What follows belongs to an exercise in optimizing a design on an open flow for small area, a short achievable clock period and few clock cycles per item; a production flow would make more cautious choices. At most, simulation tests tie the RTL to the original design; equivalence was not proved. No functional check of the RTL was part of run 5. No activity file was given, so power comes from the tool's default toggle rates.

`flow/flow/run.sh`:
```
#!/bin/bash
# Standard ORFS flow (the standard.sh), with smaller port buffers, a
# leaner clock tree and timing repair aimed below the clock period. Each
# tool's full log stays under orfs/logs; make's own output goes to
# flow_make.log.
set -euo pipefail
bash standard.sh \
  "BUFFER_PORTS_ARGS=-buffer_cell sky130_fd_sc_hd__buf_1" \
  "CTS_ARGS=-sink_clustering_enable -repair_clock_nets -buf_list sky130_fd_sc_hd__clkbuf_8 -sink_clustering_size 16 -sink_clustering_max_diameter 70 -dont_use_dummy_load" \
  SETUP_SLACK_MARGIN=6.8 \
  finish > flow_make.log 2>&1
```
`flow/standard.sh`:
```
#!/bin/bash
# synth_recipe.tcl (not shown) runs the flow's synth.tcl, then flattens the netlist and writes it again
# the make line also repeats each setting of config.mk as NAME=value (left out here)
make -C /OpenROAD-flow-scripts/flow DESIGN_CONFIG=/design/flow/config.mk WORK_HOME=/design/flow/orfs CLKGATE_MAP_FILE= SYNTH_SCRIPT=/design/flow/synth_recipe.tcl "${@:-finish}"
```
`flow/config.mk`:
```
export PLATFORM = sky130hd
export DESIGN_NAME = frame_extractor
export DESIGN_NICKNAME = frame_extractor
export VERILOG_FILES = /design/flow/design.v
export SDC_FILE = /design/flow/constraint.sdc
export NUM_CORES = 4
export LEC_CHECK = 0
export CAP_MARGIN = 20
export CORE_MARGIN = 2
export CORE_UTILIZATION = 40
export PLACE_DENSITY = 0.6
export SLEW_MARGIN = 20
```
`flow/constraint.sdc`:
```
create_clock -name core_clock -period 10.0 [get_ports {clk}]
set_input_delay 2.0000 -clock core_clock [delete_from_list [all_inputs] [get_ports {clk}]]
set_output_delay 2.0000 -clock core_clock [all_outputs]
set_load 0.01 [all_outputs]
```
`flow/design.v`:
```
module frame_extractor (
    input  wire        clk,
    input  wire        rst,
    input  wire        start,
    input  wire [23:0] cfg_raw_len,
    input  wire [31:0] cfg_start_off,
    input  wire [15:0] cfg_payload_len,
    input  wire [31:0] cfg_expected_len,
    output wire        busy,
    input  wire        in_valid,
    output wire        in_ready,
    input  wire [31:0] in_data,
    output reg         out_valid,
    output reg  [31:0] out_data,
    output reg  [2:0]  out_count,
    output wire        done,
    output wire        res_ok,
    output wire [23:0] res_len
);
    reg        busy_q;
    reg        busy_o;        
    reg        rdy_q;
    reg        done_q;
    reg        res_ok_q;
    reg [15:0] plen_q;
    reg        exp_hi_q;      
    reg        skip_inf_q;    
    reg [23:0] rem_q;         
    reg        rge4_q;        
    reg        rgt4_q;        
    reg [31:0] wbuf;          
    reg        wv_q;          
    reg [2:0]  wn_q;          
    reg        cs_q;
    reg        copy_q;
    reg [23:0] r_q;           
    reg [1:0]  o_q;
    reg [2:0]  rc_q;          
    reg [2:0]  ccs_q;         
    reg        rle4_q;        
    reg        ha_q, hb_q, hc_q;
    reg [8:0]  seq_q;         
    reg        rle8_q;        
    reg        plen_lt16;     
    reg [23:0] out_len;       
    reg [23:0] dexp_q;        
    assign busy     = busy_o;
    assign in_ready = rdy_q;
    assign done     = done_q;
    assign res_len  = out_len;
    assign res_ok   = res_ok_q;
    wire accept   = in_valid && rdy_q;
    wire rem_gt8  = (rem_q[23:4] != 20'd0) || (rem_q[3] && rem_q[2:0] != 3'd0);
    wire rem_ge8  = (rem_q[23:3] != 21'd0);
    wire more     = rgt4_q;                       
    wire big      = rge4_q;                       
    wire rem_nz   = rge4_q || (rem_q[1:0] != 2'd0);
    wire cfg_ge4  = (cfg_raw_len[23:2] != 22'd0);
    wire cfg_gt4  = (cfg_raw_len[23:3] != 21'd0) || (cfg_raw_len[2] && cfg_raw_len[1:0] != 2'd0);
    wire [7:0] b0 = wbuf[7:0];
    wire [7:0] b1 = wbuf[15:8];
    wire [7:0] b2 = wbuf[23:16];
    wire [7:0] b3 = wbuf[31:24];
    wire [7:0] sq = seq_q[7:0];
    wire [8:0] seq1 = seq_q + 9'd1;
    wire e02_0 = (b0 == 8'h02), e02_1 = (b1 == 8'h02);
    wire e02_2 = (b2 == 8'h02), e02_3 = (b3 == 8'h02);
    wire eq0 = (b0 == sq), eq1 = (b1 == sq), eq2 = (b2 == sq), eq3 = (b3 == sq);
    wire en0 = (b0 == ~sq), en1 = (b1 == ~sq), en2 = (b2 == ~sq), en3 = (b3 == ~sq);
    wire e1q2 = (b2 == seq1[7:0]);
    wire e1q3 = (b3 == seq1[7:0]);
    wire e1n3 = (b3 == ~seq1[7:0]);
    wire wn2 = (wn_q >= 3'd2), wn3 = (wn_q >= 3'd3), wn4 = wn_q[2];
    wire cs_all = cs_q && !rle4_q;                
    wire srch   = !cs_all && !seq_q[8];
    wire [2:0] rc = rc_q;
    wire r0     = (rc == 3'd0);
    wire rle1   = (rc[2:1] == 2'd0);
    wire rle2   = !rc[2] && !(rc[1] && rc[0]);
    wire rle3   = !rc[2];
    wire hit0 = srch && ha_q && hb_q && en0;
    wire hit1 = srch && hc_q && eq0 && en1 && wn2;
    wire hit2 = srch && e02_0 && eq1 && en2 && wn3 && (!cs_q || r0);
    wire hit3 = srch && e02_1 && eq2 && en3 && wn4 && (!cs_q || rle1);
    reg  plen0, plen_hz;                            
    wire f0 = hit0;
    wire f1 = hit1;
    wire f2 = hit2 && !hit0;
    wire f3 = hit3 && !hit0 && !hit1;
    wire found = hit0 || hit1 || hit2 || hit3;
    wire [2:0] pl = plen_q[2:0];
    wire t2 = f0 && plen0 && wn4 && !seq1[8] && e02_1 && e1q2 && e1n3;
    wire [2:0] cnt_cs = ccs_q;
    reg  [2:0] c0, c1, c2;
    wire [2:0] wn_in = big ? 3'd4 : {1'b0, rem_q[1:0]};
    wire [2:0] av0 = wn_in - 3'd1;
    wire [2:0] av1 = (wn_in >= 3'd2) ? wn_in - 3'd2 : 3'd0;
    wire [2:0] av2 = (wn_in >= 3'd3) ? wn_in - 3'd3 : 3'd0;
    wire       plen_lt8 = (plen_q[15:3] == 13'd0);
    wire sel_cs = !(f0 || f1 || f2);
    wire [2:0] cnt = sel_cs ? cnt_cs : (({3{f0}} & c0) | ({3{f1}} & c1) | ({3{f2}} & c2));
    wire [31:0] odata;
    assign odata[7:0]   = f0 ? b1 : f1 ? b2 : f2 ? b3 : b0;
    assign odata[15:8]  = f0 ? b2 : (f1 || f2) ? b3 : b1;
    assign odata[23:16] = (f0 || f1 || f2) ? b3 : b2;
    assign odata[31:24] = b3;
    wire [1:0]  onew = f0 ? 2'd3 : f1 ? 2'd2 : f2 ? 2'd1 : 2'd0;
    wire pgt0 = !plen_hz || pl > 3'd3;
    wire pgt1 = !plen_hz || pl > 3'd2;
    wire pgt2 = !plen_hz || pl > 3'd1;
    wire pgt3 = !plen0;
    wire cont = (f0 && pgt0) || (f1 && pgt1) || (f2 && pgt2) || (f3 && pgt3);
    wire ple0 = plen_hz;
    wire ple1 = plen_hz && pl != 3'd7;
    wire ple2 = plen_hz && !(pl[2] && pl[1]);
    wire ple3 = plen_hz && (!pl[2] || pl[1:0] == 2'd0);
    wire rle4_new = (f0 && ple0) || (f1 && ple1) || (f2 && ple2) || (f3 && ple3);
    wire [23:0] r_m4 = {r_q[23:2] - 22'd1, r_q[1:0]};
    wire r_le8 = (r_q[23:4] == 20'd0) && (r_q[3:0] <= {2'b10, o_q});
    wire r_le4 = (r_q[23:3] == 21'd0) && (r_q[2:0] <= {1'b1, o_q});
    wire p1 = (pl == 3'd1) && plen_hz;
    wire p2 = (pl == 3'd2) && plen_hz;
    wire qle2 = found ? (plen0 ? ((f0 && !t2) || f1) : (f0 && p1))
                      : (!cs_q || rle2);
    wire qle3 = found ? (plen0 ? ((f0 && !t2) || f1 || f2) : (f0 && (p1 || p2)) || (f1 && p1))
                      : (!cs_q || rle3);
    wire [3:0]  olc = {1'b0, out_len[2:0]} + {1'b0, cnt_cs};
    wire [3:0]  ol0 = {1'b0, out_len[2:0]} + {1'b0, c0};
    wire [3:0]  ol1 = {1'b0, out_len[2:0]} + {1'b0, c1};
    wire [3:0]  ol2 = {1'b0, out_len[2:0]} + {1'b0, c2};
    wire [3:0]  ol_lo = sel_cs ? olc : (({4{f0}} & ol0) | ({4{f1}} & ol1) | ({4{f2}} & ol2));
    wire [20:0] ol_hi1 = out_len[23:3] + 21'd1;
    wire [23:0] ol_n   = {ol_lo[3] ? ol_hi1 : out_len[23:3], ol_lo[2:0]};
    wire [3:0]  dxc = {1'b0, dexp_q[2:0]} - {1'b0, cnt_cs};
    wire [3:0]  dx0 = {1'b0, dexp_q[2:0]} - {1'b0, c0};
    wire [3:0]  dx1 = {1'b0, dexp_q[2:0]} - {1'b0, c1};
    wire [3:0]  dx2 = {1'b0, dexp_q[2:0]} - {1'b0, c2};
    wire [3:0]  dx_lo = sel_cs ? dxc : (({4{f0}} & dx0) | ({4{f1}} & dx1) | ({4{f2}} & dx2));
    wire [20:0] dx_hi1 = dexp_q[23:3] - 21'd1;
    wire [23:0] dx_n   = {dx_lo[3] ? dx_hi1 : dexp_q[23:3], dx_lo[2:0]};
    wire dx_hz = (dexp_q[23:3] == 21'd0);
    wire okc = (dexp_q[2:0] == cnt_cs);
    wire ok0 = (dexp_q[2:0] == c0);
    wire ok1 = (dexp_q[2:0] == c1);
    wire ok2 = (dexp_q[2:0] == c2);
    wire ok_lo = sel_cs ? okc : ((f0 && ok0) || (f1 && ok1) || (f2 && ok2));
    function [2:0] min3(input [2:0] a, input [2:0] b);
        min3 = (a < b) ? a : b;
    endfunction
    wire       rle4_now = r_le4 && !skip_inf_q;
    wire [2:0] rc_m4 = {~rc_q[2], rc_q[1:0]};
    wire [2:0] x_hold = (cs_q && copy_q) ? (rle4_q ? min3(rc_q, wn_in) : wn_in) : 3'd0;
    wire       rle4_all = rle8_q;
    wire       r_le12 = (r_q[23:4] == 20'd0) && (r_q[3:0] <= {2'b11, o_q});
    wire [3:0] p4 = plen_q[3:0];
    wire       rle8_new = plen_lt16 && ((f0 && p4 <= 4'd11) || (f1 && p4 <= 4'd10) ||
                                        (f2 && p4 <= 4'd9) || (f3 && p4 <= 4'd8));
    wire [2:0] x_all  = copy_q ? (rle4_all ? min3(rc_m4, wn_in) : wn_in) : 3'd0;
    wire [2:0] rcn0 = pl - 3'd3, rcn1 = pl - 3'd2, rcn2 = pl - 3'd1, rcn3 = pl;
    wire [2:0] y0 = ple0 ? min3(rcn0, wn_in) : wn_in;
    wire [2:0] y1 = ple1 ? min3(rcn1, wn_in) : wn_in;
    wire [2:0] y2 = ple2 ? min3(rcn2, wn_in) : wn_in;
    wire [2:0] y3 = ple3 ? min3(rcn3, wn_in) : wn_in;
    wire [2:0] x_new = (f0 && pgt0) ? y0 : (f1 && pgt1) ? y1 : (f2 && pgt2) ? y2 :
                       (f3 && pgt3) ? y3 : 3'd0;
    wire [2:0] rc_new = f0 ? rcn0 : f1 ? rcn1 : f2 ? rcn2 : rcn3;
    always @(posedge clk) begin
        wbuf      <= in_data;
        wn_q      <= wn_in;
        c0        <= (plen_lt8 && pl < av0) ? pl : av0;
        c1        <= (plen_lt8 && pl < av1) ? pl : av1;
        c2        <= (plen_lt8 && pl < av2) ? pl : av2;
        out_data  <= odata;
        out_count <= cnt;
        if (rst) begin
            busy_q    <= 1'b0;
            busy_o    <= 1'b0;
            rdy_q     <= 1'b0;
            done_q    <= 1'b0;
            wv_q      <= 1'b0;
            out_valid <= 1'b0;
        end else begin
            busy_q    <= busy_q ? rdy_q : start;
            busy_o    <= busy_q ? rdy_q : start;
            done_q    <= busy_q && !rdy_q;
            wv_q      <= accept;
            out_valid <= wv_q && (cnt != 3'd0);
            if (!busy_q)
                rdy_q <= start;
            else if (accept)
                rdy_q <= more;
            else if (!rem_nz)
                rdy_q <= 1'b0;
        end
        plen0   <= (plen_q == 16'd0);
        plen_lt16 <= (plen_q[15:4] == 12'd0);
        plen_hz <= (plen_q[15:3] == 13'd0);
        if (!busy_q) begin
            plen_q     <= cfg_payload_len;
            dexp_q     <= cfg_expected_len[23:0];
            exp_hi_q   <= (cfg_expected_len[31:24] != 8'd0);
            rem_q      <= cfg_raw_len;
            rge4_q     <= cfg_ge4;
            rgt4_q     <= cfg_gt4;
            rle8_q     <= 1'b0;
            cs_q       <= 1'b1;
            copy_q     <= 1'b0;
            r_q        <= cfg_start_off[23:0];
            o_q        <= 2'd0;
            rc_q       <= cfg_start_off[2:0];
            ccs_q      <= 3'd0;
            skip_inf_q <= (cfg_start_off[31:24] != 8'd0);
            rle4_q     <= 1'b0;
            ha_q       <= 1'b0;
            hb_q       <= 1'b0;
            hc_q       <= 1'b0;
            seq_q      <= 9'd1;
            out_len    <= 24'd0;
        end else begin
            if (accept) begin
                rem_q  <= rem_q - 24'd4;
                rge4_q <= rem_ge8;
                rgt4_q <= rem_gt8;
            end
            if (!wv_q) begin
                rle4_q   <= rle4_now;
                rle8_q   <= r_le8 && !skip_inf_q;
                ccs_q    <= x_hold;
                res_ok_q <= !exp_hi_q && dx_hz && (dexp_q[2:0] == 3'd0);
            end else begin
                res_ok_q <= !exp_hi_q && dx_hz && ok_lo;
                out_len  <= ol_n;
                dexp_q   <= dx_n;
                if (cs_all) begin
                    r_q    <= r_m4;
                    rc_q   <= rc_m4;
                    ccs_q  <= x_all;
                    rle4_q <= rle4_all;
                    rle8_q <= r_le12 && !skip_inf_q;
                    ha_q   <= 1'b0;
                    hb_q   <= 1'b0;
                    hc_q   <= 1'b0;
                end else begin
                    cs_q   <= found && cont;
                    copy_q <= 1'b1;
                    r_q    <= {8'd0, plen_q};
                    o_q    <= onew;
                    rc_q   <= rc_new;
                    ccs_q  <= x_new;
                    rle4_q <= rle4_new;
                    rle8_q <= rle8_new;
                    ha_q   <= qle2 && e02_2;
                    hb_q   <= found ? e1q3 : eq3;
                    hc_q   <= qle3 && e02_3;
                    if (found)
                        seq_q <= t2 ? {seq_q[8:1] + 8'd1, seq_q[0]} : seq1;
                end
            end
        end
    end
endmodule
```
==> flow_results.org, run 1 <==
** Place
- Quantity of I/O buffers inserted on ports :: approximately 200
- The congestion estimate from routability-driven global placement came to around 0.92.
- Cell Count Post-Placement :: 1,988
- After legalization and detailed placement, the total HPWL measured 27,100 um.

** Worst setup path
- Worst setup SP type :: flop
- The worst setup path is captured at a flop.
- At the worst endpoint, the arrival time is roughly 3.7 ns.
- Highest fanout seen on the critical path :: 6
- Worst EP required :: 10.47 ns
- The worst register-to-register path begins at wbuf[8].
- End of the critical path :: seq_q[6]
- Register-to-Register Setup Slack :: 6.73 ns
- Worst setup path category :: flop to flop
- Critical Path Source :: wbuf[8]
- The worst register-to-register path ends at seq_q[6].
- The number of cells on the worst reg-to-reg path is 9.

** Logic synthesis
- Counting flops with a built-in enable in the synthesized netlist gives 96.
- Total standard cell area after synthesis :: 13,000 um^2
- FFs w/ async S/R, synth :: 0%
- sky130_fd_sc_hd__edfxtp_1 takes more of the synthesized area than any other cell.
- Yosys reg bits :: 228
- Syn Area/Cell :: 9.25 um^2
- The synthesized netlist contains 77 unique library cells.
- The number of nets in the synthesized netlist is 1,618.
- Top cells by area in the synthesized netlist :: sky130_fd_sc_hd__edfxtp_1 (22%), sky130_fd_sc_hd__dfxtp_1 (20%), sky130_fd_sc_hd__ha_1 (6.3%), sky130_fd_sc_hd__xnor2_1 (4.9%), sky130_fd_sc_hd__nand2_1 (4.0%)
- Post-synth top flop :: sky130_fd_sc_hd__dfxtp_1
- Sequential elements use 42.5% of the synthesized area.
- For this run, the number of Yosys warnings is 1.
- Synthesis produced 1,405 cells.
- Area share of the largest cell type after synthesis :: 22.2%

** Global route
- Vias in the first global route :: 10,602
- Largest net degree at the start of global routing :: 80
- Initial antenna violation count :: 1
- After global routing the overflow that remains totals 0.
- Global-route wire length before repair :: 57,800 um
- Aggregate global-route resource usage :: 21.4%

** Cells and area
- Non-filler cells in the finished layout :: 2,057
- Synthesis-to-layout area growth :: 16.7%
- The final layout contains approximately 1,800 nets.
- 0 antenna diodes ended up in the layout.
- Core Util, Final :: 47.7%
- Leading cell types in the layout, fill and taps excluded :: sky130_fd_sc_hd__buf_1 (198), sky130_fd_sc_hd__nand2_1 (139), sky130_fd_sc_hd__nor2_1 (131)
- Filler Cells Inserted :: 3,081
- Most common cell after layout, fill and taps aside :: sky130_fd_sc_hd__buf_1
- Fraction of layout instances using a drive strength above 1 :: 11.0%

** Outcome
- Status :: complete, no violations

** Power
- Summing internal, switching and leakage power gives 1820 uW.
- In this run the static leakage power is 0.00552 uW.
- Sequential cells burn 60.3% of the power.
- Part of the total power dissipated in the clock network :: 27.0%
- Internal portion of total power :: approximately 1300 uW
- The analysis attributes to net switching a power of 497 uW.
- Combinational fraction of design power :: 12.8%
- Net switching is a little over a quarter of the power.
- Dividing total power by cell area gives a power density of 120 nW/um^2.
- Peak supply drop :: 0.0899 mV

** Hold path
- The path class of the tightest hold or removal check is flop to flop.

** Timing
- Worst Clk Skew :: 0.0441 ns
- Normalized max-slew margin :: 31.7%
- Slew at the pin with the worst max-slew slack :: just over 1 ns
- Derived from the worst setup path, the maximum achievable clock frequency is around 0.31 GHz.
- Final setup viols :: 0
- The smallest clock period supported by the final layout is computed as 3.27 ns.
- After routing, the total negative slack on setup checks comes to 0 ns.
- Hold timing on the final database bottoms out at a slack of 0.473 ns.
- Setup repair after global routing could not meet its margin everywhere.
- After layout, the worst path uses ~33% of the clock period.
- The total count of max-transition violations in the final report came to 0.
- The final count of hold timing violations was 0.

** Drt
- DRC violation total after the first TritonRoute iteration :: 881
- Post-route antenna net violation count :: 0
- In the routed design, unresolved DRC markers number 0.
- In the final routed layout, each cell accounts on average for 18.3 um.
- The final route contains around 11,000 vias.
- Total wire length after detailed routing :: 37,600 um
- For this run, the detailed router's first-pass iteration total came to 6.
- Post-DR vias/cell :: around 5.5

** Clocking
- Buffer cell driving the clock tree root :: sky130_fd_sc_hd__clkbuf_8
- Num CTS Buffers :: 21
- Latest clock arrival within the worst-skew pair :: around 0.55 ns
- TritonCTS clock tree :: built
- After clock tree synthesis, the clock-pin slew on the worst setup and hold paths is 0.09 ns.
- Max Root-Sink Buffers :: 3
- For this design, the CTS-stage hold fixing added 0 buffers.
- In this run the number of H-tree levels came out at 1.
- CTS saw 228 sinks.

** Floorplan
- The die covers 33,900 um^2.
- From bottom edge to top edge, the die measures 184 um.
- Starting utilization of the core area :: 40.9%
- 204 I/O pins were placed.
- After floorplanning, the core was sized to cover 31,800 um^2.
- The floorplan step set the die width to 184 um.
- Row count :: between 60 and 70

** Job
- Max-cap violations in this run came to 0.
-- cells in the mapped netlist, drive strengths merged, types with 5 or more instances --
cell type  number
edfxtp         96
mux2           10
nor3b           6
o31ai           5
xor2           38
o211ai         12
a211oi         10
a31oi          14
nor2b          17
o22ai          12
o2bb2ai         8
mux2i          44
inv            53
xnor2          73
nand3          30
o21ai          60
nor2          135
fa              8
nand2b         38
dfxtp         132
nand3b          6
clkbuf         49
nand4          22
ha             65
a22oi          14
and3            9
nor3           36
a21o           12
o21a            6
or3            10
nor4           38
nand2         141
and2            8
a21oi          94
or4            11
buf            17
-- layout make-up --
cell class	instances	area (um^2)	area share, %
tap	435	544	3.59
sequential	228	5580	36.8
multi-input combinational	1058	7290	48.1
clock buffer	21	289	1.91
inverter	55	211	1.39
timing repair buffer	260	1250	8.25
-- sequential cells by signal, indices dropped and copies added (netlist names), 2 cells and up --
signal     flops
wn_q           3
out_count      3
c2             3
o_q            2
ccs_q          3
out_data      32
r_q           24
wbuf          32
dexp_q        24
c1             3
c0             3
rc_q           3
seq_q          9
plen_q        16
out_len       24
rem_q         24
-- through the flow --
step / setup slack [ns] / area (um^2)
after floorplan: 6.93 / 13000
after global placement: 6.18 / 14100
after detailed placement: 6.05 / 14100
after CTS: 6.80 / 14600
after global routing: 6.67 / 15200
final: 6.73 / 15200
-- worst min path at each step --
stage | endpoint | depth (start not counted) | slack [ns] | from
finish | ha_q | 2 | 0.47 | ha_q
global route | out_data[28] | 0 | 0.49 | wbuf[28]
CTS | ha_q | 2 | 0.48 | ha_q
detailed placement | ha_q | 2 | 0.45 | ha_q
global placement | ha_q | 2 | 0.45 | ha_q
floorplan | out_data[24] | 0 | 0.33 | wbuf[24]
-- critical path, cell delays in order (launching register included) --
cell,delay (ns)
sky130_fd_sc_hd__dfxtp_4,0.39
sky130_fd_sc_hd__or3b_4,0.40
sky130_fd_sc_hd__a2111oi_4,0.34
sky130_fd_sc_hd__nand4_1,0.23
sky130_fd_sc_hd__or4_4,0.63
sky130_fd_sc_hd__buf_4,0.17
sky130_fd_sc_hd__a41oi_4,0.30
sky130_fd_sc_hd__nand3_2,0.15
sky130_fd_sc_hd__or4_1,0.42
sky130_fd_sc_hd__a21oi_1,0.15
-- metal layers --
metal  global-route usage (%)  wire (um)  part of all wire (%)
met5                        0         13                 0.035
met1                     30.0      16500                    44
met4                     5.63        890                   2.4
met3                     4.66       3300                   8.8
met2                     33.6      16900                    45
-- repair_timing --
action / in CTS / in global routing
cloned: 1 / 3
hold endpoints to repair: 0 / 0
setup buffers: 7 / 37
resized for setup: 34 / 54
setup endpoints to repair: 107 / 80
pin swaps: 5 / 11
-- logic make-up (layout without fill, tap and decap cells) --
logic type                 after synthesis  count (layout)  synth area share [%]
other                                    1               1                0.0289
xor gates and xnor gates               111             111                  7.48
muxes                                   54              54                  4.26
DFF                                    228             228                  42.5
buffers and inverters                  121             336                  3.69
AOI/OAI and AO/OA                      289             290                  14.3
adders and majority gates               73              73                  7.49
and+or+nand+nor                        528             529                  20.2
-- power by group through the flow --
stage	sequential, uW	clock [uW]	combinational (uW)
CTS	1100	511	225
floorplan	1100	0	150
finish	1100	491	232
global route	1100	544	261
detailed placement	1120	0	220
global placement	1120	0	217
Testbench counts, summed over its fixed seeds: cycles 21,210, bytes 81,204.
==> run 2: changes to the inputs <==
--- a/flow/flow/run.sh
+++ b/flow/flow/run.sh
@@ -8,4 +8,4 @@
   "BUFFER_PORTS_ARGS=-buffer_cell sky130_fd_sc_hd__buf_1" \
   "CTS_ARGS=-sink_clustering_enable -repair_clock_nets -buf_list sky130_fd_sc_hd__clkbuf_8 -sink_clustering_size 16 -sink_clustering_max_diameter 70 -dont_use_dummy_load" \
-  SETUP_SLACK_MARGIN=6.8 \
+  SETUP_SLACK_MARGIN=6.5 \
   finish > flow_make.log 2>&1
==> flow_results.org, run 2 <==
** Logic synthesis
- Yosys synthesis warning count :: 1 (unchanged)
- Area share of the largest cell type after synthesis :: 22.2% (unchanged)
- The share of flip-flops with an asynchronous set or reset is 0% (unchanged).
- After synthesis, the largest family of logic cells by area is simple AND/OR/NAND/NOR gates.
- Number of enable-type register cells in the synthesized netlist :: 96 (unchanged)
- The sequential area share after synthesis is 42.5% (unchanged).
- The synthesized netlist cell count came to 1,405 (unchanged).
- Syn_nets :: 1,618 (unchanged)
- The largest total area in the synthesized netlist belongs to sky130_fd_sc_hd__edfxtp_1.
- The number of synthesized register bits came to 228 (unchanged).
- The arithmetic-cell share of the synthesized area counting full adders, half adders and majority gates is 7.49% (unchanged).
- Most used standard cell by instance count after synthesis :: sky130_fd_sc_hd__nand2_1
- The mux cell area share after synthesis is 4.26% (unchanged).
- Fraction of the mapped netlist area in compound gates :: 14.3% (unchanged)
- The synthesized area per cell was 9.25 um^2 (unchanged).
- Sorting the synthesized cells by area gives the leading types as sky130_fd_sc_hd__edfxtp_1 (22%), sky130_fd_sc_hd__dfxtp_1 (20%), sky130_fd_sc_hd__ha_1 (6.3%), sky130_fd_sc_hd__xnor2_1 (4.9%), sky130_fd_sc_hd__nand2_1 (4.0%).
- The xor/xnor cell area share of the yosys netlist is 7.48% (unchanged).
- Post-synth top flop :: sky130_fd_sc_hd__dfxtp_1
- Distinct cell type count of the synthesized netlist :: 77 (unchanged)
- Most common library cells after synthesis :: sky130_fd_sc_hd__nand2_1 (140), sky130_fd_sc_hd__nor2_1 (134), sky130_fd_sc_hd__dfxtp_1 (132)
- Total standard cell area after synthesis :: 13,000 um^2 (unchanged)
- The post-synthesis share of cell area spent on and, or, nand and nor gates is 20.2% (unchanged).

** Outcome
- The flow ran to the end and the layout has no timing, DRC or antenna violations.

** Drt
- The post-detailed-route via-to-cell ratio was 5.53 (-0.23%).
- The via total after detailed routing was 11,157 (-2.2%).
- DRC violation total after the first TritonRoute iteration :: 1,046 (+19%)
- Average wire per cell in the routed design :: 18.2 um (-0.42%)
- Total wire length after detailed routing :: 36,700 um (-2.4%)
- Detailed-routing iteration count for the pre-antenna-repair pass :: 5 (-1)
- Remaining design rule violation count :: 0 (unchanged)
- The number of routed nets with antenna violations came to 0 (unchanged).

** Cells and area
- The antenna diode instance count was 0 (unchanged).
- In the final layout, the registers with the most flip-flops are out_data: 32 flops, wbuf: 32 flops.
- Final nets :: 1,797 (-2.2%)
- Leading cell types in the layout, fill and taps excluded :: sky130_fd_sc_hd__buf_1 (203), sky130_fd_sc_hd__nand2_1 (140), sky130_fd_sc_hd__nor2_1 (134)
- The sequential cell area came to 5530 um^2 (-0.79%).
- Synthesis-to-layout area growth :: 11.9%
- Leaving out fill and tap cells, the most frequent cell in the layout is sky130_fd_sc_hd__buf_1.
- The final design area excluding fillers was 14,500 um^2 (-4.1%).
- The share of final-layout standard cells stronger than drive strength 1 was 5.44% (-5.5 points).
- The total area of multi-input combinational cells is 7060 um^2 (-3.2%).
- Filler Cells Inserted :: 3,102 (+0.68%)

** Floorplan
- The effective utilization at floorplan is 40.9% (unchanged).
- The top-level port count was 204 (unchanged).
- The floorplan row count is 65 (unchanged).
- The x dimension of the die was 184 um (unchanged).
- The die outline area is 33,900 um^2 (unchanged).
- The core footprint came to 31,800 um^2 (unchanged).
- Height of the chip :: 184 um (unchanged)

** Timing
- The aggregate negative setup slack was 0 ns (unchanged).
- The measured slew at the worst slew-check pin is 1.01 ns (-0.0107 ns).
- The final count of hold timing violations came to 0 (unchanged).
- Final clock period utilization by the worst path :: 33.5% (+0.85 points)
- Worst Clk Skew :: 0.0632 ns (+0.0192 ns)
- Final slew viol count :: 0 (unchanged)
- Timing-limited maximum frequency :: 0.298 GHz (-2.5%)
- The count of final setup violators is 0 (unchanged).
- The worst relative slew slack is 32.4% (+0.72 points).
- The setup slack of the critical path after layout came to 6.65 ns (-0.0851 ns).
- The minimum period implied by the final worst setup slack was 3.35 ns (+0.0851 ns).
- The worst hold margin is 0.466 ns (-0.00730 ns).
- Setup repair after global routing left no endpoint under its margin.

** Global route
- The first-pass GRT wire length is 56,600 um (-2.2%).
- Aggregate global-route resource usage :: 21.0% (-0.42 points)
- Largest net degree at the start of global routing :: 80 (unchanged)
- Vias in the first global route :: 10,368 (-2.2%)
- The initial antenna violation count came to 2 (+1).
- The remaining global-route overflow was 0 (unchanged).

** Clocking
- TritonCTS built the clock tree.
- Latest clock arrival within the worst-skew pair :: 0.56 ns (about the same)
- CTS sink cnt :: 228 (unchanged)
- The total clock buffers created by CTS is 21 (unchanged).
- Max Root-Sink Buffers :: 3 (unchanged)
- Number of levels the H-tree was split into :: 1 (unchanged)
- The clock-pin slew on the worst setup and hold paths came to 0.10 ns (about the same).
- Number of hold-repair buffers added at the cts stage :: 0 (unchanged)
- Buffer cell driving the clock tree root :: sky130_fd_sc_hd__clkbuf_8

** Place
- The area after detailed placement came to 14,100 um^2 (about the same).
- Post-place setup slack :: 5.89 ns (-0.159 ns)
- The routability congestion estimate is 0.931 (+1.0%).
- Estimated wirelength of the detail-placed design :: 27,000 um (-0.58%)
- Quantity of I/O buffers inserted on ports :: 203 (unchanged)

** Power
- Power per unit of standard cell area :: 125 nW/um^2 (+4.2%)
- Lkg Pwr :: 0.00525 uW (-4.9%)
- Peak supply drop :: 0.0849 mV (-5.6%)

** Worst setup path
- The worst setup path is captured at a flop.
- STA classifies the critical path startpoint as a flop.
- The worst endpoint data arrival time was 3.80 ns (+0.06 ns).
- The critical path in this run is classified as flop to flop.
- Highest fanout seen on the critical path :: 12 (+6)
- The required time reported for the critical path endpoint came to 10.45 ns (-0.02 ns).

** Hold path
- Type of the worst min-delay path :: flop to flop

** Job
- The number of max-cap violations came to 0 (unchanged).
[run 2: cell counts after synthesis]
Identical to the previous run, type by type.
[run 2: per-stage QoR]
stage | cells | util, % | total power [uW]
3_5_place_dp | 1989 | 44.5 | 1340
2_1_floorplan | 1405 | - | 1250
5_1_grt | 2017 | 45.7 | 1910
6_report | 2017 | 45.7 | 1820
3_3_place_gp | 1989 | 44.5 | 1330
4_1_cts | 2010 | 45.5 | 1830
[run 2: kinds of logic after synthesis]
| family | after synthesis |
|---|---|
| adder cells (fa/ha/maj) | 73 |
| other | 1 |
| XOR/XNOR | 111 |
| AO/OA/AOI/OAI | 289 |
| flip-flops | 228 |
| AND/OR/NAND/NOR | 528 |
| multiplexers | 54 |
| buffers and inverters | 121 |
[run 2: what timing repair did]
action,CTS,global route
setup buffers,0,7
endpoints found under the setup margin,61,53
pin swaps,0,2
gates resized for setup,11,6
[run 2: worst max-delay path: stages (launching register included)]
cell and delay [ns]:
sky130_fd_sc_hd__dfxtp_1 0.49, sky130_fd_sc_hd__nor2b_1 0.16, sky130_fd_sc_hd__or3_1 0.43, sky130_fd_sc_hd__or4_4 0.65, sky130_fd_sc_hd__nor4_1 0.28, sky130_fd_sc_hd__and4_2 0.43
sky130_fd_sc_hd__mux2i_1 0.16, sky130_fd_sc_hd__or4_1 0.50, sky130_fd_sc_hd__a21oi_1 0.15
[run 2: metal layers]
layer	wire, um	track usage [%]
met1	16800	30.1
met2	16000	32.2
met3	2880	3.91
met4	1020	6.24
met5	27	0
[run 2: final timing paths]
kind,to,depth (start not counted),startpoint,slack [ns]
worst max-delay path,seq_q[6],8,rle4_q,6.65
worst min-delay path,out_data[31],0,wbuf[31],0.47
worst max register to register,seq_q[6],8,rle4_q,6.65
worst min register to register,out_data[31],0,wbuf[31],0.47
[run 2: cell type report]
| class | instances | share of cell area (%) |
|---|---|---|
| Tap cell | 435 | 3.74 |
| Sequential cell | 228 | 38.1 |
| Multi-Input combinational cell | 1056 | 48.5 |
| Timing Repair Buffer | 222 | 6.22 |
| Inverter | 55 | 1.45 |
| Clock buffer | 21 | 1.99 |
[run 2: power breakdown]
part           internal [uW]  switching, uW  total, uW  leakage (uW)
logic                   96.2            128        224       0.00304
clock network            188            307        495      0.000151
registers               1040           62.7       1100       0.00206
total                   1320            498       1820       0.00525
==> run 3: changes to the inputs <==
--- a/flow/flow/run.sh
+++ b/flow/flow/run.sh
@@ -8,4 +8,4 @@
   "BUFFER_PORTS_ARGS=-buffer_cell sky130_fd_sc_hd__buf_1" \
   "CTS_ARGS=-sink_clustering_enable -repair_clock_nets -buf_list sky130_fd_sc_hd__clkbuf_8 -sink_clustering_size 16 -sink_clustering_max_diameter 70 -dont_use_dummy_load" \
-  SETUP_SLACK_MARGIN=6.5 \
+  SETUP_SLACK_MARGIN=6.7 \
   finish > flow_make.log 2>&1
==> flow_results.org, run 3 <==
** Timing
- Setup Total Neg Slack :: 0 ns (unchanged)
- The minimum period implied by the final worst setup slack came to 3.22 ns (-0.136 ns).
- RSZ-0062 raised after global routing :: yes
- Final setup viols :: 0 (unchanged)
- The total count of max-transition violations in the final report is 0 (unchanged).
- Final clock period utilization by the worst path :: 32.2% (-1.4 points)
- The clock tree skew after final layout was 0.0477 ns (-0.0155 ns).
- Normalized max-slew margin :: 29.3% (-3.1 points)
- The worst hold margin is 0.468 ns (+0.00180 ns).
- The final count of hold timing violations is 0 (unchanged).
- Timing-limited maximum frequency :: 0.311 GHz (+4.2%)
- The measured slew at the worst slew-check pin was 1.06 ns (+0.0465 ns).

** Clocking
- Number of levels the H-tree was split into :: 1 (unchanged)
- Clock edge transition at the registers on the reported setup and hold paths :: 0.10 ns (about the same)
- TritonCTS clock tree :: built
- The maximum buffer depth of the clock tree came to 3 (unchanged).
- CTS sink cnt :: 228 (unchanged)
- The total clock buffers created by CTS was 21 (unchanged).
- Number of hold-repair buffers added at the cts stage :: 0 (unchanged)
- The tree is rooted in a sky130_fd_sc_hd__clkbuf_8.
- The clock insertion delay at the later pin of the skew report came to 0.55 ns (about the same).

** Global route
- Leftover overflow at the end of global routing :: 0 (unchanged)
- GRT Max-Usage Layer :: met2
- Vias in the first global route :: 10,665 (+2.9%)
- Initial antenna violation count :: 2 (unchanged)
- The maximum number of pins on one net before global-route repair is 73 (-8.8%).
- Met2 usage in global routing :: 34.4% (+2.2 points)
- Aggregate global-route resource usage :: 21.6% (+0.63 points)
- The global-route met1 utilization was 29.7% (-0.44 points).
- The met3 track demand over resource is 4.52% (+0.61 points).
- Global-route wire length before repair :: 58,000 um (+2.5%)

** Drt
- The number of remaining DRC errors was 0 (unchanged).
- Post-route antenna net violation count :: 0 (unchanged)
- Average wire per cell in the routed design :: 18.4 um (+1.4%)
- The aggregate routed wire length came to 37,700 um (+2.7%).
- Vias after detailed routing :: 11,316 (+1.4%)
- Post-DR vias/cell :: 5.54 (about the same)
- Detailed-routing iteration count for the pre-antenna-repair pass :: 5 (unchanged)
- DRC violation total after the first TritonRoute iteration :: 918 (-12%)

** Cells and area
- Count of antenna diodes in the layout :: 0 (unchanged)
- The number of nets in the layout is 1,824 (+1.5%).
- The share of final-layout standard cells stronger than drive strength 1 is 8.51% (+3.1 points).
- Most common cell after layout, fill and taps aside :: sky130_fd_sc_hd__buf_1
- The fill cell total of the finished layout came to 3,083 (-0.61%).
- Leading cell types in the layout, fill and taps excluded :: sky130_fd_sc_hd__buf_1 (203), sky130_fd_sc_hd__nand2_1 (140), sky130_fd_sc_hd__nor2_1 (132)
- Synthesis-to-layout area growth :: 14.7%
- Leading registers by flop count :: out_data: 32 flops, wbuf: 32 flops

** Floorplan
- The top-level port count is 204 (unchanged).
- The floorplan row count was 65 (unchanged).
- DIE WIDTH :: 184 um (unchanged)
- The effective utilization at floorplan came to 40.9% (unchanged).
- Placeable core area :: 31,800 um^2 (unchanged)
- The die outline area was 33,900 um^2 (unchanged).
- Height of the chip :: 184 um (unchanged)

** Logic synthesis
- Most used standard cell by instance count after synthesis :: sky130_fd_sc_hd__nand2_1
- The number of synthesized register bits is 228 (unchanged).
- The synthesized netlist cell count came to 1,405 (unchanged).
- The count of unique library cells instantiated by Yosys was 77 (unchanged).
- Top cells by area in the synthesized netlist :: sky130_fd_sc_hd__edfxtp_1 (22%), sky130_fd_sc_hd__dfxtp_1 (20%), sky130_fd_sc_hd__ha_1 (6.3%), sky130_fd_sc_hd__xnor2_1 (4.9%), sky130_fd_sc_hd__nand2_1 (4.0%)
- The net count after synthesis was 1,618 (unchanged).
- Syn Area/Cell :: 9.25 um^2 (unchanged)
- Sorting the synthesized cells by how often they occur yields sky130_fd_sc_hd__nand2_1 (140), sky130_fd_sc_hd__nor2_1 (134), sky130_fd_sc_hd__dfxtp_1 (132).
- Share of the yosys chip area belonging to registers :: 42.5% (unchanged)
- The share of flip-flops with an asynchronous set or reset is 0% (unchanged).
- Number of enable-type register cells in the synthesized netlist :: 96 (unchanged)
- Total standard cell area after synthesis :: 13,000 um^2 (unchanged)
- Post-synth top flop :: sky130_fd_sc_hd__dfxtp_1
- Summed over all instances, the cell type with the most area after synthesis is sky130_fd_sc_hd__edfxtp_1.
- Area share of the largest cell type after synthesis :: 22.2% (unchanged)
- The count of yosys warnings during synthesis is 1 (unchanged).

** Worst setup path
- The top fanout value on the critical path is 10 (-2).
- Walking the worst path, the cells encountered are o31a_1 > nor4_1 > o2111ai_1 > or4_4 > a41oi_4 > buf_6 > o2111ai_2 > or3_4 > a21oi_2.
- Critical Path Slowest Stage Cell :: sky130_fd_sc_hd__or4_4
- The depth of the worst register-to-register path is 9 (+1).
- Worst setup SP type :: flop
- Delay contributed by the slowest stage of the critical path :: 0.60 ns (-0.05 ns)
- Register-to-Register Setup Slack :: 6.78 ns (+0.14 ns)
- Reg2Reg Launch Point :: rc_q[2]
- The critical path in this run is classified as flop to flop.
- Crit Reg-Reg Endpoint :: seq_q[7]
- The required time reported for the critical path endpoint came to 10.47 ns (+0.02 ns).
- Category of the worst setup path capture point :: flop
- The worst endpoint data arrival time came to 3.69 ns (-0.11 ns).

** Hold path
- WHS Endpoint :: ha_q
- Hold Path Stages :: 2 (+2)
- Type of the worst min-delay path :: flop to flop
- The startpoint identified for the worst hold timing path is ha_q.

** Job
- # Max-Cap Violations :: 0 (unchanged)

** Power
- Peak supply drop :: 0.0680 mV (-20%)
- The ratio of total power to cell area was 123 nW/um^2 (-2.0%).
- The leakage power total was 0.00543 uW (+3.3%).

** Outcome
- The flow ran to the end and the layout has no timing, DRC or antenna violations.

** Place
- Estimated wirelength of the detail-placed design :: 27,100 um (+0.39%)
- Final weighted congestion in routability-driven placement :: 0.942 (+1.1%)
- The count of buffers from port buffering is 203 (unchanged).
## run 3: cell types whose count changed in the layout (fill, tap and decap cells not counted), moves of 3 or more
cell / before / now
sky130_fd_sc_hd__nor4_1: 35 / 32
sky130_fd_sc_hd__dfxtp_2: 3 / 10
sky130_fd_sc_hd__dfxtp_1: 128 / 118
sky130_fd_sc_hd__dfxtp_4: 1 / 4
sky130_fd_sc_hd__buf_4: 19 / 41
## run 3: how the worst max path moves through the flow
stage             start    endpoint  slack (ns)  depth (start not counted)
3_3_place_gp   seq_q[0]   dexp_q[9]        6.24                          8
6_report        rc_q[2]    seq_q[7]        6.78                          9
5_1_grt         rc_q[2]    seq_q[7]        6.67                         10
2_1_floorplan  seq_q[0]  dexp_q[10]        6.78                         10
4_1_cts            cs_q    seq_q[6]        6.70                          8
3_5_place_dp   seq_q[0]   dexp_q[0]        6.12                          8
## run 3: power breakdown
group          switching (uW)  internal, uW
Sequential               62.0          1040
Combinational             132          98.6
Clock                     309           188
## run 3: area by class of cell
cell class | instances | area [um^2] | share of cell area [%]
multi-input cells | 1057 | 7170 | 48.1
well taps | 435 | 544 | 3.65
flip-flops and latches | 228 | 5550 | 37.3
clock buffers | 21 | 289 | 1.94
inverters | 55 | 214 | 1.44
repair buffers | 248 | 1130 | 7.59
## run 3: cells by family after synthesis
family	count (synthesis)	share of synthesized area, %
mux	54	4.26
simple gates	528	20.2
flops	228	42.5
compound gates	289	14.3
xor+xnor	111	7.48
fa+ha+maj	73	7.49
other cells	1	0.0289
buf+inv	121	3.69
## run 3: per-layer routing
layer	wire length, um	vias up	part of all wire, %
li1	-	5466	-
met1	16700	5307	44
met5	14	-	0.037
met3	3220	79	8.5
met4	1010	2	2.7
met2	16700	462	44
## run 3: worst max-delay path, delay by kind of cell, from the launching register on
family	cells	cell delay, ns
compound gates	5	1.31
simple gates	3	1.15
buf+inv	1	0.15
flops	1	0.51
## run 3: per-stage QoR
stage	utilization (%)	std cells	power, uW	cell area, um^2	setup WS [ns]
after floorplan	-	1405	1250	13000	6.78
after global placement	44.5	1989	1330	14100	6.24
after detailed placement	44.5	1989	1340	14100	6.12
after CTS	45.7	2014	1840	14500	6.70
after global routing	46.8	2044	1910	14900	6.67
final	46.8	2044	1830	14900	6.78
## run 3: what timing repair did
item	CTS	global route
endpoints found under the hold margin	0	0
setup endpoints to repair	89	65
setup buffers	4	29
pin swaps	2	9
resized for setup	20	34
cloned	0	1
==> run 4: changes to the inputs <==
==> flow/flow/run.sh (replaced) <==
#!/bin/bash
# Standard ORFS flow (the standard.sh), with smaller port buffers, a
# leaner clock tree and timing repair aimed below the clock period. Each
# tool's full log stays under orfs/logs; make's own output goes to
# flow_make.log.
set -euo pipefail
bash standard.sh \
  "BUFFER_PORTS_ARGS=-buffer_cell sky130_fd_sc_hd__buf_1" \
  "CTS_ARGS=-sink_clustering_enable -repair_clock_nets -buf_list sky130_fd_sc_hd__clkbuf_16 -sink_clustering_size 28 -sink_clustering_max_diameter 70 -dont_use_dummy_load" \
  SETUP_SLACK_MARGIN=6.5 \
  finish > flow_make.log 2>&1
==> flow_results.org, run 4 <==
** Outcome
- The flow ran to the end and the layout has no timing, DRC or antenna violations.

** Worst setup path
- STA classifies the critical path startpoint as a flop.
- The worst endpoint data arrival time came to 3.73 ns (+0.04 ns).
- The critical path in this run is classified as flop to flop.
- STA classifies the critical path endpoint as a flop.
- The top fanout value on the critical path came to 12 (+2).
- The required time reported for the critical path endpoint came to 10.42 ns (-0.05 ns).

** Power
- The part of the total power dissipated in combinational logic is 11.2% (-1.5 points).
- The final total power was 2000 uW (+9.7%).
- The ratio of total power to cell area came to 136 nW/um^2 (+11%).
- Part of the total power dissipated in the clock network :: 33.9% (+6.7 points)
- Lkg Pwr :: 0.00535 uW (-1.4%)
- Peak supply drop :: 0.100 mV (+47%)
- Internal portion of total power :: 1490 uW (+12%)
- Psw :: 517 uW (+2.7%)
- The switching part of the total was 25.8% (-1.8 points).
- Portion of total power attributed to sequential cells :: 54.9% (-5.2 points)

** Floorplan
- The die outline area is 33,900 um^2 (unchanged).
- Starting utilization of the core area :: 40.9% (unchanged)
- Row count :: 65 (unchanged)
- Height of the chip :: 184 um (unchanged)
- The top-level port count came to 204 (unchanged).
- DIE WIDTH :: 184 um (unchanged)
- The core footprint came to 31,800 um^2 (unchanged).

** Logic synthesis
- Synthesized instance count :: 1,405 (unchanged)
- Yosys synthesis warning count :: 1 (unchanged)
- Syn_nets :: 1,618 (unchanged)
- Top cells by area in the synthesized netlist :: sky130_fd_sc_hd__edfxtp_1 (22%), sky130_fd_sc_hd__dfxtp_1 (20%), sky130_fd_sc_hd__ha_1 (6.3%), sky130_fd_sc_hd__xnor2_1 (4.9%), sky130_fd_sc_hd__nand2_1 (4.0%)
- Number of enable-type register cells in the synthesized netlist :: 96 (unchanged)
- The largest total area in the synthesized netlist belongs to sky130_fd_sc_hd__edfxtp_1.
- The synthesized area per cell was 9.25 um^2 (unchanged).
- The xor/xnor cell area share of the yosys netlist was 7.48% (unchanged).
- Portion of netlist area occupied by mux cells :: 4.26% (unchanged)
- Post-synthesis share of cell area spent on and, or, nand and nor gates :: 20.2% (unchanged)
- Share of the yosys chip area belonging to registers :: 42.5% (unchanged)
- The total standard cell area after synthesis is 13,000 um^2 (unchanged).
- Distinct cell type count of the synthesized netlist :: 77 (unchanged)
- FFs w/ async S/R, synth :: 0% (unchanged)
- By count the netlist is led by sky130_fd_sc_hd__nand2_1 (140), sky130_fd_sc_hd__nor2_1 (134), sky130_fd_sc_hd__dfxtp_1 (132).
- The number of synthesized register bits was 228 (unchanged).
- Area share of the largest cell type after synthesis :: 22.2% (unchanged)
- Main combinational cell family by area after synthesis :: simple AND/OR/NAND/NOR gates
- In the post-synthesis netlist, the cell with the most instances is sky130_fd_sc_hd__nand2_1.
- For this run, the leading register cell type out of synthesis is sky130_fd_sc_hd__dfxtp_1.
- The area fraction in compound gates after synthesis was 14.3% (unchanged).
- Post-Synth Adder-Cell Area :: 7.49% (unchanged)

** Global route
- Global-route wire length before repair :: 56,800 um (-2.1%)
- Leftover overflow at the end of global routing :: 0 (unchanged)
- Vias in the first global route :: 10,389 (-2.6%)
- The initial antenna violation count came to 2 (unchanged).
- The maximum number of pins on one net before global-route repair came to 80 (+9.6%).
- The overall track demand over capacity in global routing is 21.1% (-0.52 points).

** Clocking
- The clock-pin slew on the worst setup and hold paths came to 0.07 ns (-0.03 ns).
- Buffer cell driving the clock tree root :: sky130_fd_sc_hd__clkbuf_16
- The maximum buffer depth of the clock tree came to 3 (unchanged).
- Latest clock arrival within the worst-skew pair :: 0.52 ns (-0.03 ns)
- Number of hold-repair buffers added at the cts stage :: 0 (unchanged)
- Number of levels the H-tree was split into :: 1 (unchanged)
- TritonCTS clock tree :: built
- CTS sink cnt :: 228 (unchanged)
- Num CTS Buffers :: 20 (-4.8%)

** Timing
- Setup Total Neg Slack :: 0 ns (unchanged)
- Normalized max-slew margin :: 32.9% (+3.6 points)
- The total count of max-transition violations in the final report came to 0 (unchanged).
- Min Clock Period, post-route :: 3.31 ns (+0.0967 ns)
- Final setup viols :: 0 (unchanged)
- The part of the cycle the worst path needs was 33.1% (+0.97 points).
- The worst hold margin came to 0.471 ns (+0.00335 ns).
- Timing-limited maximum frequency :: 0.302 GHz (-2.9%)
- The clock tree skew after final layout came to 0.0480 ns (+0.000350 ns).
- The measured slew at the worst slew-check pin came to 1.00 ns (-0.0535 ns).
- Setup repair after global routing left no endpoint under its margin.
- Number of hold-slack violations in the final timing report :: 0 (unchanged)

** Drt
- The post-detailed-route via-to-cell ratio was 5.52 (-0.21%).
- Total wire length after detailed routing :: 36,600 um (-2.8%)
- The number of routed nets with antenna violations is 0 (unchanged).
- Remaining design rule violation count :: 0 (unchanged)
- The via total after detailed routing is 11,137 (-1.6%).
- The DRC violation total after the first TritonRoute iteration is 1,057 (+15%).
- The number of search-and-repair iterations in the first detailed-routing pass is 5 (unchanged).
- Average wire per cell in the routed design :: 18.2 um (-1.5%)

** Place
- Final weighted congestion in routability-driven placement :: 0.931 (-1.1%)
- Estimated wirelength of the detail-placed design :: 27,000 um (-0.39%)
- The count of buffers from port buffering is 203 (unchanged).

** Job
- The number of max-cap violations was 0 (unchanged).

** Cells and area
- Leaving out fill and tap cells, the most frequent cell in the layout is sky130_fd_sc_hd__buf_1.
- Final nets :: 1,796 (-1.5%)
- The antenna diode instance count was 0 (unchanged).
- The share of final-layout standard cells stronger than drive strength 1 was 5.38% (-3.1 points).
- From synthesis to final layout, the design area changed by 13.5%.
- Core Util, Final :: 46.4% (-0.46 points)
- Leading cell types in the layout, fill and taps excluded :: sky130_fd_sc_hd__buf_1 (203), sky130_fd_sc_hd__nand2_1 (140), sky130_fd_sc_hd__nor2_1 (134)
- Leading registers by flop count :: out_data: 32 flops, wbuf: 32 flops

** Hold path
- Type of the worst min-delay path :: flop to flop
[run 4: path summary, 6_finish.rpt]
path	startpoint	slack, ns	to	depth (start not counted)
worst min register to register	wbuf[31]	0.47	out_data[31]	0
worst max register to register	rle4_q	6.69	seq_q[6]	8
worst max-delay path	rle4_q	6.69	seq_q[6]	8
worst min-delay path	wbuf[31]	0.47	out_data[31]	0
[run 4: kinds of logic (layout without fill, tap and decap cells)]
group,after synthesis,after routing
AO/OA/AOI/OAI,289,289
XOR/XNOR,111,111
adder cells (fa/ha/maj),73,73
buffers and inverters,121,297
flip-flops,228,228
multiplexers,54,54
other,1,1
AND/OR/NAND/NOR,528,528
[run 4: what timing repair did]
action	4_1_cts	5_1_grt
buffers inserted	0	7
cloned	0	0
endpoints found under the setup margin	60	54
resized for setup	11	6
pin swaps	0	2
[run 4: layout make-up]
cell class	instances	area [um^2]
fillers	3080	17100
multi-input cells	1056	7060
flip-flops and latches	228	5530
repair buffers	222	905
well taps	435	544
clock buffers	20	500
inverters	55	211
[run 4: metal layers]
metal | vias to the layer above | share of wire [%] | global-route usage [%]
li1 | 5409 | - | -
met1 | 5264 | 45 | 30.1
met2 | 398 | 44 | 32.3
met3 | 62 | 8.3 | 3.85
met4 | 4 | 2.5 | 6.82
met5 | - | 0.074 | 0
[run 4: power by group through the flow]
stage / clock, uW / sequential, uW / combinational (uW)
after floorplan: 0 / 1100 / 150
after global placement: 0 / 1120 / 217
final: 679 / 1100 / 224
after global routing: 737 / 1110 / 251
after CTS: 698 / 1100 / 222
after detailed placement: 0 / 1120 / 219
[run 4: critical path, cell delays in order, from the launching register on]
cell	delay, ns
sky130_fd_sc_hd__dfxtp_1	0.48
sky130_fd_sc_hd__nor2b_1	0.16
sky130_fd_sc_hd__or3_1	0.43
sky130_fd_sc_hd__or4_4	0.65
sky130_fd_sc_hd__nor4_1	0.28
sky130_fd_sc_hd__and4_2	0.42
sky130_fd_sc_hd__mux2i_1	0.16
sky130_fd_sc_hd__or4_1	0.50
sky130_fd_sc_hd__a21oi_1	0.15
[run 4: per-stage QoR]
stage / instance area [um^2] / std cells / worst slack [ns]
after floorplan: 13000 / 1405 / 6.59
after detailed placement: 14100 / 1989 / 5.89
after global placement: 14100 / 1989 / 5.95
after global routing: 14700 / 2016 / 6.53
after CTS: 14700 / 2009 / 6.55
final: 14700 / 2016 / 6.69
==> run 5: changes to the inputs <==
--- a/flow/design.v
+++ b/flow/design.v
@@ -125,24 +125,12 @@
     wire qle3 = found ? (plen0 ? ((f0 && !t2) || f1 || f2) : (f0 && (p1 || p2)) || (f1 && p1))
                       : (!cs_q || rle3);
-    wire [3:0]  olc = {1'b0, out_len[2:0]} + {1'b0, cnt_cs};
-    wire [3:0]  ol0 = {1'b0, out_len[2:0]} + {1'b0, c0};
-    wire [3:0]  ol1 = {1'b0, out_len[2:0]} + {1'b0, c1};
-    wire [3:0]  ol2 = {1'b0, out_len[2:0]} + {1'b0, c2};
-    wire [3:0]  ol_lo = sel_cs ? olc : (({4{f0}} & ol0) | ({4{f1}} & ol1) | ({4{f2}} & ol2));
+    wire [3:0]  ol_lo  = {1'b0, out_len[2:0]} + {1'b0, cnt};
     wire [20:0] ol_hi1 = out_len[23:3] + 21'd1;
     wire [23:0] ol_n   = {ol_lo[3] ? ol_hi1 : out_len[23:3], ol_lo[2:0]};
-    wire [3:0]  dxc = {1'b0, dexp_q[2:0]} - {1'b0, cnt_cs};
-    wire [3:0]  dx0 = {1'b0, dexp_q[2:0]} - {1'b0, c0};
-    wire [3:0]  dx1 = {1'b0, dexp_q[2:0]} - {1'b0, c1};
-    wire [3:0]  dx2 = {1'b0, dexp_q[2:0]} - {1'b0, c2};
-    wire [3:0]  dx_lo = sel_cs ? dxc : (({4{f0}} & dx0) | ({4{f1}} & dx1) | ({4{f2}} & dx2));
+    wire [3:0]  dx_lo  = {1'b0, dexp_q[2:0]} - {1'b0, cnt};
     wire [20:0] dx_hi1 = dexp_q[23:3] - 21'd1;
     wire [23:0] dx_n   = {dx_lo[3] ? dx_hi1 : dexp_q[23:3], dx_lo[2:0]};
     wire dx_hz = (dexp_q[23:3] == 21'd0);
-    wire okc = (dexp_q[2:0] == cnt_cs);
-    wire ok0 = (dexp_q[2:0] == c0);
-    wire ok1 = (dexp_q[2:0] == c1);
-    wire ok2 = (dexp_q[2:0] == c2);
-    wire ok_lo = sel_cs ? okc : ((f0 && ok0) || (f1 && ok1) || (f2 && ok2));
+    wire ok_lo = (dexp_q[2:0] == cnt);             
     function [2:0] min3(input [2:0] a, input [2:0] b);
         min3 = (a < b) ? a : b;
==> flow/flow/run.sh (replaced) <==
#!/bin/bash
# Standard ORFS flow (the standard.sh), with smaller port buffers, a
# leaner clock tree and timing repair aimed below the clock period. Each
# tool's full log stays under orfs/logs; make's own output goes to
# flow_make.log.
set -euo pipefail
bash standard.sh \
  "BUFFER_PORTS_ARGS=-buffer_cell sky130_fd_sc_hd__buf_1" \
  "CTS_ARGS=-sink_clustering_enable -repair_clock_nets -buf_list sky130_fd_sc_hd__clkbuf_8 -sink_clustering_size 16 -sink_clustering_max_diameter 70 -dont_use_dummy_load" \
  SETUP_SLACK_MARGIN=6.0 \
  finish > flow_make.log 2>&1
==> flow_results.org, run 5 <==
** Outcome
- Status :: complete, no violations

** Logic synthesis
- Total standard cell area after synthesis :: 12,500 um^2 (-3.6%)
- The count of unique library cells instantiated by Yosys is 76 (-1.3%).
- Most common library cells after synthesis :: sky130_fd_sc_hd__nor2_1 (141), sky130_fd_sc_hd__dfxtp_1 (132), sky130_fd_sc_hd__nand2_1 (100)
- Yosys reg bits :: 228 (unchanged)
- Syn Area/Cell :: 9.45 um^2 (+2.2%)
- Share of the yosys chip area belonging to registers :: 44.1% (+1.6 points)
- Top cells by area in the synthesized netlist :: sky130_fd_sc_hd__edfxtp_1 (23%), sky130_fd_sc_hd__dfxtp_1 (21%), sky130_fd_sc_hd__xnor2_1 (4.8%), sky130_fd_sc_hd__ha_1 (4.7%), sky130_fd_sc_hd__nor2_1 (4.2%)
- Syn_nets :: 1,514 (-6.4%)
- The count of yosys warnings during synthesis came to 1 (unchanged).
- Number of enable-type register cells in the synthesized netlist :: 96 (unchanged)
- Synthesized instance count :: 1,325 (-5.7%)
- The fraction of synthesized cell area taken by the top area cell type came to 23.0% (+0.83 points).
- Most used standard cell by instance count after synthesis :: sky130_fd_sc_hd__nor2_1
- sky130_fd_sc_hd__edfxtp_1 takes more of the synthesized area than any other cell.
- The share of flip-flops with an asynchronous set or reset came to 0% (unchanged).
- Post-synth top flop :: sky130_fd_sc_hd__dfxtp_1

** Timing
- Worst Clk Skew :: 0.0519 ns (+0.00386 ns)
- Min Clock Period, post-route :: 3.87 ns (+0.561 ns)
- The worst hold margin came to 0.466 ns (-0.00511 ns).
- Final setup viols :: 0 (unchanged)
- The aggregate negative setup slack was 0 ns (unchanged).
- RSZ-0062 raised after global routing :: yes
- Slew at the pin with the worst max-slew slack :: 0.937 ns (-0.0672 ns)
- Number of hold-slack violations in the final timing report :: 0 (unchanged)
- The highest clock rate was 0.258 GHz (-14%).
- The worst relative slew slack was 37.3% (+4.4 points).
- The part of the cycle the worst path needs is 38.7% (+5.6 points).
- Final slew viol count :: 0 (unchanged)

** Drt
- DRC violation total after the first TritonRoute iteration :: 758 (-28%)
- Routed length on met1 :: 16,000 um (-3.2%)
- Post-route antenna net violation count :: 0 (unchanged)
- Routed wl met2 :: 16,900 um (+5.1%)
- Detailed-routing iteration count for the pre-antenna-repair pass :: 5 (unchanged)
- The highest metal layer carrying signal wires in the routed design is met4.
- The detail-routed net length per standard cell came to 18.8 um (+3.2%).
- The routed length on met3 is 2330 um (-24%).
- The aggregate routed wire length is 36,000 um (-1.8%).
- The number of remaining DRC errors came to 0 (unchanged).
- The post-detailed-route via-to-cell ratio is 5.59 (+1.2%).
- The via total after detailed routing came to 10,722 (-3.7%).

** Place
- Final weighted congestion in routability-driven placement :: 0.876 (-5.9%)
- Quantity of I/O buffers inserted on ports :: 203 (unchanged)
- Estimated wirelength of the detail-placed design :: 25,900 um (-4.1%)

** Cells and area
- In the layout the commonest cells are sky130_fd_sc_hd__buf_1 (203), sky130_fd_sc_hd__nor2_1 (137), sky130_fd_sc_hd__dfxtp_1 (114).
- Leading registers by flop count :: out_data: 32 flops, wbuf: 32 flops
- The library cell used most frequently in the layout, excluding fill and tap cells, is sky130_fd_sc_hd__buf_1.
- Count of antenna diodes in the layout :: 0 (unchanged)
- Fraction of layout instances using a drive strength above 1 :: 11.2% (+5.8 points)
- Final nets :: 1,712 (-4.7%)
- Synthesis-to-layout area growth :: 14.8%

** Global route
- The via count of the first global-routing pass was 10,087 (-2.9%).
- The overall track demand over capacity in global routing is 21.3% (+0.22 points).
- Global-route wire length before repair :: 56,000 um (-1.3%)
- Leftover overflow at the end of global routing :: 0 (unchanged)
- Largest net degree at the start of global routing :: 90 (+13%)
- The initial antenna violation count is 0 (-2).

** Power
- Power per unit of standard cell area :: 125 nW/um^2 (-8.1%)
- Peak supply drop :: 0.105 mV (+5.2%)
- Lkg Pwr :: 0.00503 uW (-5.9%)

** Worst setup path
- The worst setup path is captured at a flop.
- Register-to-Register Setup Slack :: 6.13 ns (-0.56 ns)
- The worst endpoint data arrival time came to 4.36 ns (+0.63 ns).
- The worst setup path is launched from a flop.
- The worst setup path is of the flop to flop kind.
- Worst EP required :: 10.49 ns (+0.07 ns)
- Highest fanout seen on the critical path :: 4 (-8)
- The slowest stage of the critical path is the sky130_fd_sc_hd__or4_4 cell.
- The maximum single-stage delay on the critical path was 0.58 ns (-0.07 ns).
- Most prevalent standard cell on the critical path :: sky130_fd_sc_hd__nor2_4
- The signal on the critical path passes through or4b_4 > or4_4 > nor2_4 > nor2_4 > mux2_4 > mux2i_4 > inv_2 > ha_1 > a21o_1 > a21oi_4 > nor3_2 > and2_4 > nand3_4 > or3_4 > a21oi_2.

** Clocking
- The number of buffers inserted by hold repair at cts was 0 (unchanged).
- Number of levels the H-tree was split into :: 1 (unchanged)
- CTS placed an instance of sky130_fd_sc_hd__clkbuf_8 at the clock tree root.
- TritonCTS clock tree :: built
- The clock insertion delay at the later pin of the skew report came to 0.55 ns (+0.03 ns).
- The total number of clock tree sinks came to 228 (unchanged).
- Max Root-Sink Buffers :: 3 (unchanged)
- The clock-pin slew on the worst setup and hold paths is 0.10 ns (+0.03 ns).
- Num CTS Buffers :: 20 (unchanged)

** Floorplan
- Starting utilization of the core area :: 40.7% (-0.13 points)
- The floorplan row count came to 64 (-1.5%).
- Die area :: 32,700 um^2 (-3.5%)
- The x dimension of the die was 181 um (-1.8%).
- Placeable core area :: 30,700 um^2 (-3.3%)
- Boundary Pins :: 204 (unchanged)
- Height of the chip :: 181 um (-1.8%)

** Hold path
- The min-delay analysis places its worst path in the category flop to flop.

** Job
- The number of max-cap violations was 0 (unchanged).
-- run 5: cell types whose count changed in the layout (fill, tap and decap cells not counted), sizes merged, moves of 8 or more --
| cell | previous run | this run |
|---|---|---|
| nand2 | 141 | 101 |
| nand2b | 38 | 10 |
| buf | 222 | 244 |
| mux2i | 44 | 25 |
| or3b | 3 | 22 |
| ha | 65 | 47 |
| nand3b | 6 | 23 |
| xor2 | 38 | 50 |
| inv | 52 | 42 |
| nor3 | 36 | 27 |
| o22ai | 12 | 3 |
| a21oi | 94 | 86 |
| mux2 | 10 | 18 |
-- run 5: cell type report --
type | instances | area (um^2)
fillers | 2993 | 16400
multi-input cells | 983 | 6760
flip-flops and latches | 228 | 5570
repair buffers | 244 | 1100
well taps | 396 | 495
clock buffers | 20 | 275
inverters | 46 | 181
-- run 5: cells by family after synthesis --
logic type	share of synthesized area, %
XOR/XNOR	8.25
multiplexers	3.62
AO/OA/AOI/OAI	13.8
adder cells (fa/ha/maj)	5.02
AND/OR/NAND/NOR	21.3
buffers and inverters	3.84
other	0.0299
flip-flops	44.1
-- run 5: stage by stage --
| stage | total power (uW) | std cells | area [um^2] | setup WS, ns | util [%] |
|---|---|---|---|---|---|
| 2_1_floorplan | 1240 | 1325 | 12500 | 6.01 | - |
| 3_3_place_gp | 1320 | 1861 | 13600 | 4.93 | 44.1 |
| 3_5_place_dp | 1320 | 1862 | 13600 | 4.80 | 44.1 |
| 4_1_cts | 1810 | 1890 | 14000 | 6.00 | 45.6 |
| 5_1_grt | 1880 | 1917 | 14400 | 5.94 | 46.8 |
| 6_report | 1790 | 1917 | 14400 | 6.13 | 46.8 |
-- run 5: repair_timing --
item	4_1_cts	5_1_grt
resized for setup	39	34
setup buffers	6	26
pin swaps	9	15
cloned	2	0
endpoints found under the setup margin	47	42
-- run 5: where the power goes --
group	total, uW	switching [uW]	internal (uW)
combinational	207	115	92.0
sequential	1100	67.1	1030
clock	486	306	180
total	1790	488	1310
-- run 5: critical path: cells and delay by family (launching register included) --
kind	cells	cell delay (ns)
buf+inv	1	0.09
compound gates	3	0.36
mux	2	0.51
flops	1	0.36
fa+ha+maj	1	0.28
simple gates	8	2.19
-- run 5: path summary, 6_finish.rpt --
kind,cells past startpoint,start,to
hold / removal,2,ha_q,ha_q
setup reg to reg,15,wbuf[6],out_len[22]
setup / recovery,15,wbuf[6],out_len[22]
hold reg to reg,2,ha_q,ha_q
-- run 5: per-layer routing --
metal,vias up,track usage (%)
met4,0,5.14
met3,53,4.03
met2,329,34.8
met1,5151,29.4
li1,5189,-
met5,-,0

[re-timing with driven ports]
The results above use ideal ports. As a check the final layouts listed here were re-extracted and re-timed, cells and wires unchanged. Step 1: set_driving_cell puts a clkbuf_16 on clk and a buf_2 on each other input, an assumption about the parent block. Step 2 times the ports against the registers' clock, not the clock port: input delays grow and output delays shrink by t, the midpoint of the rising clock arrivals with the driver on. Three values: ideal ports, drivers, drivers and shift; two values: the first two.
run | t (ns) | setup WS [ns] | clock arrival spread, ns
run 1 | 0.576 | 6.734 / 6.734 / 6.567 | 0.047 / 0.047
run 2 | 0.572 | 6.649 / 6.649 / 6.564 | 0.064 / 0.063
run 3 | 0.578 | 6.785 / 6.751 / 6.524 | 0.052 / 0.052
run 4 | 0.549 | 6.688 / 6.688 / 6.573 | 0.048 / 0.048
run 5 | 0.576 | 6.128 / 6.128 / 6.128 | 0.052 / 0.052
After both steps every run listed still meets setup and hold. The setup slack of run 3, which loses most, moves by -0.034 ns with the drivers and by -0.261 ns with both steps.
